Background: an optimization exercise with open tools, aiming at small area, a short achievable clock period and few clock cycles per item. Do not read the settings as production practice.
Function was checked by simulation only, so behaviour that the tests miss may differ from the original.
No activity file was given, so power comes from the tool's default toggle rates.

==> flow/design.v <==
module pfde_seq (
    input  wire        clk,
    input  wire        rst,           
    input  wire        cmd_valid,
    output wire        cmd_ready,
    input  wire [15:0] cmd_count,     
    input  wire        in_valid,
    output reg         in_ready,
    input  wire [7:0]  in_data,
    output reg         out_valid,
    input  wire        out_ready,
    output reg  [31:0] out_id,
    output reg         done,          
    output wire        err,
    output wire [3:0]  err_code,
    output reg  [19:0] consumed
);
    localparam [2:0] S_IDLE = 3'd0,
                     S_BV0  = 3'd1,    
                     S_BV1  = 3'd2,    
                     S_BV2  = 3'd3,    
                     S_HDR  = 3'd4,    
                     S_FOR  = 3'd5,    
                     S_CON  = 3'd6,    
                     S_FIN  = 3'd7;    
    reg  [2:0]  state;
    reg  [15:0] rem;        
    reg  [7:0]  bl;         
    reg         lastblk;    
    reg  [5:0]  bw;         
    reg         wide;       
    reg         st2;        
    reg  [31:0] q;          
    reg  [5:0]  bcnt;       
    reg         pv;         
    reg  [31:0] pe;         
    reg         have;       
    reg         phi;        
    reg         pfin;       
    reg         bv3;        
    reg         ec3, ec2, ec1;    
    assign err_code = {ec3, ec2, ec1, ec3};
    assign err      = ec1;
    function [15:0] rev16(input [15:0] x);
        integer i;
        for (i = 0; i < 16; i = i + 1) rev16[i] = x[15 - i];
    endfunction
    function [7:0] rev8(input [7:0] x);
        integer i;
        for (i = 0; i < 8; i = i + 1) rev8[i] = x[7 - i];
    endfunction
    function [15:0] tmask(input [4:0] k);
        integer i;
        for (i = 0; i < 16; i = i + 1) tmask[i] = (k > i);
    endfunction
    wire out_free = !out_valid || out_ready;
    wire s2_go  = pv && (phi || out_free);
    wire p_free = !pv || s2_go;
    wire [4:0] klo  = wide ? 5'd16 : bw[4:0];             
    wire [4:0] khi  = bw[5] ? 5'd16 : {1'b0, bw[3:0]};    
    wire [4:0] kcur = st2 ? khi : klo;
    wire [15:0] mlo = tmask(klo);
    wire [15:0] mhi = wide ? tmask(khi) : 16'd0;
    wire more1 = (bl[7:1] != 7'd0);                       
    wire more2 = (bl[7:2] != 6'd0) || (bl[1] && bl[0]);   
    wire more3 = (bl[7:2] > 6'd1);                        
    wire rem_big = (rem[15:8] != 8'd0) || (rem[7] && (rem[6:0] != 7'd0));
    wire is_for = (state == S_FOR);
    wire is_con = (state == S_CON);
    wire [6:0] b1 = {1'b0, bw};
    wire [6:0] b2 = {bw, 1'b0};
    wire [6:0] thr   = (wide && more2) ? 7'd127 :
                       ((more1 ? b2 : b1) - (st2 ? 7'd16 : 7'd0));
    wire [6:0] thr_s = (!wide)        ? (more2 ? b2 : b1) :
                       (!st2)         ? (more2 ? 7'd127 : ((more1 ? b2 : b1) - 7'd16)) :
                                        (more3 ? 7'd127 : (more2 ? b2 : b1));
    wire con_full = (bcnt >= bw);
    wire con_full8 = ({1'b0, bcnt} + 7'd8 >= b1);
    wire con_run  = bcnt[5];
    wire con_pad  = is_con && !in_ready && !con_run;   
    wire step   = is_for && have && p_free;
    wire fin    = !wide || st2;                           
    wire cemit  = is_con && con_run && p_free;
    wire id_end = (step && fin) || cemit;
    assign cmd_ready = (state == S_IDLE);
    wire byte_in = in_valid && in_ready;
    wire [46:0] qx  = {q[30:0], 16'd0};
    wire [30:0] sh4 = bcnt[4] ? qx[46:16] : qx[30:0];
    wire [22:0] sh3 = bcnt[3] ? sh4[30:8] : sh4[22:0];
    wire [18:0] sh2 = bcnt[2] ? sh3[22:4] : sh3[18:0];
    wire [16:0] sh1 = bcnt[1] ? sh2[18:2] : sh2[16:0];
    wire [15:0] sh0 = bcnt[0] ? sh1[16:1] : sh1[15:0];
    wire [15:0] ext = rev16(sh0) & (st2 ? mhi : mlo);
    wire [31:0] addend  = pe;
    wire        add_ci  = !phi;
    wire [31:0] ag0 = out_id & addend;
    wire [31:0] ap0 = out_id ^ addend;
    wire [31:0] ag [0:5];
    wire [31:0] ap [0:5];
    assign ag[0] = {ag0[31:1], ag0[0] | (ap0[0] & add_ci)};
    assign ap[0] = ap0;
    genvar lv, bt;
    generate
        for (lv = 0; lv < 5; lv = lv + 1) begin : g_lv
            for (bt = 0; bt < 32; bt = bt + 1) begin : g_bt
                if (((bt >> lv) & 1) == 1) begin : g_op
                    localparam integer J = ((bt >> lv) << lv) - 1;
                    assign ag[lv+1][bt] = ag[lv][bt] | (ap[lv][bt] & ag[lv][J]);
                    assign ap[lv+1][bt] = ap[lv][bt] & ap[lv][J];
                end else begin : g_pass
                    assign ag[lv+1][bt] = ag[lv][bt];
                    assign ap[lv+1][bt] = ap[lv][bt];
                end
            end
        end
    endgenerate
    wire [31:0] sum = ap0 ^ {ag[5][30:0], add_ci};
    wire [5:0] bc_8   = bcnt + 6'd8;
    wire [5:0] bc_k   = bcnt - {1'b0, kcur};
    wire [5:0] bc_8k  = bc_8 - {1'b0, kcur};
    wire [5:0] bcnt_n = step ? (byte_in ? bc_8k : bc_k) :
                        ((byte_in || con_pad) ? bc_8 : bcnt);
    wire [6:0] thr_n  = step ? thr_s : thr;
    wire ir_for = (bcnt_n <= 6'd23) && ({1'b0, bcnt_n} < thr_n);
    wire st2_n  = (step && wide) ? !st2 : st2;
    wire [4:0] kcur_n = st2_n ? khi : klo;
    wire have_n = (bcnt_n >= {1'b0, kcur_n});
    wire [7:0] cmask = (con_full8 && (bw[2:0] != 3'd0)) ? ~(8'hFF << bw[2:0]) : 8'hFF;
    wire [7:0] qin   = is_con ? (in_data & cmask) : in_data;
    wire [5:0] hdr_b    = in_data[5:0];
    wire [1:0] hdr_type = in_data[7:6];
    always @(posedge clk) begin
        if (rst) begin
            state     <= S_IDLE;
            in_ready  <= 1'b0;
            out_valid <= 1'b0;
            pv        <= 1'b0;
            done      <= 1'b0;
        end else begin
            done <= 1'b0;
            if (out_valid && out_ready)
                out_valid <= 1'b0;
            if (byte_in)
                consumed <= consumed + 20'd1;
            if (s2_go) begin
                out_id <= sum;
                if (pfin)
                    out_valid <= 1'b1;
            end
            if (step || cemit) begin
                pv   <= 1'b1;
                pe   <= is_con ? {rev16(q[15:0]), rev16(q[31:16])} :
                        st2    ? {ext, 16'd0} : {16'd0, ext};
                phi  <= is_for && st2;
                pfin <= is_con || fin;
            end else if (s2_go)
                pv <= 1'b0;
            case (state)
            S_IDLE: begin
                in_ready <= cmd_valid && (cmd_count != 16'd0);
                if (cmd_valid) begin
                    consumed <= 20'd0;
                    ec3 <= 1'b0;
                    ec2 <= 1'b0;
                    ec1 <= 1'b0;
                    rem <= cmd_count - 16'd1;
                    state <= (cmd_count == 16'd0) ? S_FIN : S_BV0;
                end
            end
            S_BV0: begin
                if (byte_in) begin
                    bv3 <= in_data[6];
                    if (in_data[7:5] == 3'b111) begin
                        ec1      <= 1'b1;     
                        in_ready <= 1'b0;
                        state    <= S_FIN;
                    end else if (!in_data[7]) begin
                        out_id    <= {25'd0, in_data[6:0]};
                        out_valid <= 1'b1;
                        in_ready  <= (rem != 16'd0);
                        state     <= (rem == 16'd0) ? S_FIN : S_HDR;
                    end else if (!in_data[6]) begin
                        out_id <= {18'd0, in_data[5:0], 8'd0};
                        state  <= S_BV1;
                    end else begin
                        out_id <= {11'd0, in_data[4:0], 16'd0};
                        state  <= S_BV1;
                    end
                end
            end
            S_BV1: begin
                if (byte_in) begin
                    out_id[7:0] <= in_data;
                    if (!bv3) begin
                        out_valid <= 1'b1;
                        in_ready  <= (rem != 16'd0);
                        state     <= (rem == 16'd0) ? S_FIN : S_HDR;
                    end else
                        state <= S_BV2;
                end
            end
            S_BV2: begin
                if (byte_in) begin
                    out_id[15:8] <= in_data;
                    out_valid    <= 1'b1;
                    in_ready     <= (rem != 16'd0);
                    state        <= (rem == 16'd0) ? S_FIN : S_HDR;
                end
            end
            S_HDR: begin
                if (byte_in) begin
                    bw   <= hdr_b;
                    have <= (hdr_b == 6'd0);
                    wide <= (hdr_b > 6'd16);
                    st2  <= 1'b0;
                    bcnt <= 6'd0;
                    lastblk <= !rem_big;
                    if (rem_big) begin
                        bl  <= 8'd128;
                        rem <= {rem[15:7] - 9'd1, rem[6:0]};
                    end else
                        bl  <= rem[7:0];
                    in_ready <= (hdr_type == 2'd0 || hdr_type == 2'd3) &&
                                (hdr_b <= 6'd32) && (hdr_b != 6'd0);
                    if (hdr_b > 6'd32) begin
                        ec2   <= 1'b1;     
                        ec1   <= 1'b1;
                        state <= S_FIN;
                    end else if (hdr_type == 2'd3 && hdr_b != 6'd0)
                        state <= S_CON;
                    else if (hdr_type == 2'd0 || hdr_type == 2'd3)
                        state <= S_FOR;      
                    else begin
                        ec3   <= 1'b1;     
                        ec1   <= 1'b1;
                        state <= S_FIN;
                    end
                end
            end
            S_FOR, S_CON: begin
                if (byte_in || con_pad)
                    q <= {q[23:0], byte_in ? rev8(qin) : 8'd0};
                bcnt <= bcnt_n;
                st2  <= st2_n;
                have <= have_n;
                in_ready <= is_for ? ir_for : (byte_in ? !con_full8 : !con_full);
                if (id_end) begin
                    bl <= bl - 8'd1;
                    if (!more1) begin
                        in_ready <= !lastblk;
                        state    <= lastblk ? S_FIN : S_HDR;
                    end
                end
            end
            default: begin  
                in_ready <= 1'b0;
                if (!pv && out_free) begin
                    done  <= 1'b1;
                    state <= S_IDLE;
                end
            end
            endcase
        end
    end
endmodule
make LEC_CHECK=0 CAP_MARGIN=20 CORE_MARGIN=2 CORE_UTILIZATION=40 CTS_BUF_LIST=sky130_fd_sc_hd__clkbuf_8 SETUP_SLACK_MARGIN=2.0 SLEW_MARGIN=20 finish   # period 5.5 ns
run.sh (not shown) runs the stock make flow with config.mk's settings and CLKGATE_MAP_FILE= SYNTH_SCRIPT=/design/flow/synth_recipe.tcl, a recipe that flattens the netlist after the stock synthesis.
The starting point went through all stages and came out clean.
Testbench counts at the start, summed over its fixed seeds: cycles 120,400, items 81,405.
==> next run, changes <==
--- a/flow/design.v
+++ b/flow/design.v
@@ -35,8 +35,10 @@
     reg         pv;         
     reg  [31:0] pe;         
     reg         have;       
     reg         phi;        
+    reg         pz;         
+    reg         pcin;       
     reg         pfin;       
     reg         bv3;        
     reg         ec3, ec2, ec1;    
     assign err_code = {ec3, ec2, ec1, ec3};
@@ -91,11 +93,12 @@
     wire [16:0] sh1 = bcnt[1] ? sh2[18:2] : sh2[16:0];
     wire [15:0] sh0 = bcnt[0] ? sh1[16:1] : sh1[15:0];
     wire [15:0] ext = rev16(sh0) & (st2 ? mhi : mlo);
     wire [31:0] addend  = pe;
-    wire        add_ci  = !phi;
-    wire [31:0] ag0 = out_id & addend;
-    wire [31:0] ap0 = out_id ^ addend;
+    wire        add_ci  = pcin;
+    wire [31:0] acc     = pz ? 32'd0 : out_id;
+    wire [31:0] ag0 = acc & addend;
+    wire [31:0] ap0 = acc ^ addend;
     wire [31:0] ag [0:5];
     wire [31:0] ap [0:5];
     assign ag[0] = {ag0[31:1], ag0[0] | (ap0[0] & add_ci)};
     assign ap[0] = ap0;
@@ -117,15 +120,19 @@
     wire [31:0] sum = ap0 ^ {ag[5][30:0], add_ci};
     wire [5:0] bc_8   = bcnt + 6'd8;
     wire [5:0] bc_k   = bcnt - {1'b0, kcur};
     wire [5:0] bc_8k  = bc_8 - {1'b0, kcur};
-    wire [5:0] bcnt_n = step ? (byte_in ? bc_8k : bc_k) :
-                        ((byte_in || con_pad) ? bc_8 : bcnt);
-    wire [6:0] thr_n  = step ? thr_s : thr;
-    wire ir_for = (bcnt_n <= 6'd23) && ({1'b0, bcnt_n} < thr_n);
+    wire [5:0] bcnt_ns = (byte_in || con_pad) ? bc_8 : bcnt;
+    wire [5:0] bcnt_s  = byte_in ? bc_8k : bc_k;
+    wire [5:0] bcnt_n  = step ? bcnt_s : bcnt_ns;
+    wire ir_ns = (bcnt_ns <= 6'd23) && ({1'b0, bcnt_ns} < thr);
+    wire ir_s  = (bcnt_s  <= 6'd23) && ({1'b0, bcnt_s}  < thr_s);
+    wire ir_for = step ? ir_s : ir_ns;
     wire st2_n  = (step && wide) ? !st2 : st2;
-    wire [4:0] kcur_n = st2_n ? khi : klo;
-    wire have_n = (bcnt_n >= {1'b0, kcur_n});
+    wire [4:0] kcur_s = (wide && !st2) ? khi : klo;
+    wire have_ns = (bcnt_ns >= {1'b0, kcur});
+    wire have_s  = (bcnt_s  >= {1'b0, kcur_s});
+    wire have_n  = step ? have_s : have_ns;
     wire [7:0] cmask = (con_full8 && (bw[2:0] != 3'd0)) ? ~(8'hFF << bw[2:0]) : 8'hFF;
     wire [7:0] qin   = is_con ? (in_data & cmask) : in_data;
     wire [5:0] hdr_b    = in_data[5:0];
     wire [1:0] hdr_type = in_data[7:6];
@@ -151,8 +158,10 @@
                 pv   <= 1'b1;
                 pe   <= is_con ? {rev16(q[15:0]), rev16(q[31:16])} :
                         st2    ? {ext, 16'd0} : {16'd0, ext};
                 phi  <= is_for && st2;
+                pz   <= 1'b0;
+                pcin <= !(is_for && st2);
                 pfin <= is_con || fin;
             end else if (s2_go)
                 pv <= 1'b0;
             case (state)
@@ -174,36 +183,40 @@
                         ec1      <= 1'b1;     
                         in_ready <= 1'b0;
                         state    <= S_FIN;
                     end else if (!in_data[7]) begin
-                        out_id    <= {25'd0, in_data[6:0]};
-                        out_valid <= 1'b1;
-                        in_ready  <= (rem != 16'd0);
-                        state     <= (rem == 16'd0) ? S_FIN : S_HDR;
+                        pe       <= {25'd0, in_data[6:0]};
+                        pv       <= 1'b1;
+                        in_ready <= (rem != 16'd0);
+                        state    <= (rem == 16'd0) ? S_FIN : S_HDR;
                     end else if (!in_data[6]) begin
-                        out_id <= {18'd0, in_data[5:0], 8'd0};
+                        pe     <= {18'd0, in_data[5:0], 8'd0};
                         state  <= S_BV1;
                     end else begin
-                        out_id <= {11'd0, in_data[4:0], 16'd0};
+                        pe     <= {11'd0, in_data[4:0], 16'd0};
                         state  <= S_BV1;
                     end
+                    phi  <= 1'b0;
+                    pz   <= 1'b1;
+                    pcin <= 1'b0;
+                    pfin <= 1'b1;
                 end
             end
             S_BV1: begin
                 if (byte_in) begin
-                    out_id[7:0] <= in_data;
+                    pe[7:0] <= in_data;
                     if (!bv3) begin
-                        out_valid <= 1'b1;
+                        pv        <= 1'b1;
                         in_ready  <= (rem != 16'd0);
                         state     <= (rem == 16'd0) ? S_FIN : S_HDR;
                     end else
                         state <= S_BV2;
                 end
             end
             S_BV2: begin
                 if (byte_in) begin
-                    out_id[15:8] <= in_data;
-                    out_valid    <= 1'b1;
+                    pe[15:8]     <= in_data;
+                    pv           <= 1'b1;
                     in_ready     <= (rem != 16'd0);
                     state        <= (rem == 16'd0) ? S_FIN : S_HDR;
                 end
             end
Wire length rises slightly.
Design area hardly moves.
Core utilization falls by 1.4 points.
Cell count falls by a few percent.
Global-route usage falls by 0.28 points.
Setup slack gets worse by 0.028 ns.
Sequential share of layout area rises by 0.47 points.
Flip-flop and latch count rises by 2.
Total power rises slightly.
First-iteration DRC count rises by well over a third.
Fmax falls slightly.
Testbench counts after the change, summed over its fixed seeds: cycles 120,404, items 81,405.

==> afterwards: timing with drivers on the ports <==
The results above use ideal ports. As a check the final layouts listed here were re-extracted and re-timed, cells and wires unchanged. Step 1: set_driving_cell puts a clkbuf_16 on clk and a buf_2 on each other input, an assumption about the parent block. Step 2 adds t to the input delays and takes it off the output delays; t is the mean of the earliest and latest rising clock arrival at the registers after step 1. Input paths then give back, and output paths get back, about the clock's delay inside the block. a / b / c = no drivers / after step 1 / after step 2; a / b = the first two.
| run | t (ns) | slack for setup (ns) | slew at the worst register clock pin (ns) |
|---|---|---|---|
| the first run | 0.518 | 2.045 / 2.068 / 1.550 | 0.11 / 0.11 |
| the second run | 0.514 | 2.017 / 2.027 / 1.513 | 0.11 / 0.11 |
After both steps setup and hold are still met in every run listed. The setup slack of the second run, which loses most, moves by +0.010 ns with the drivers and by -0.504 ns with both steps.
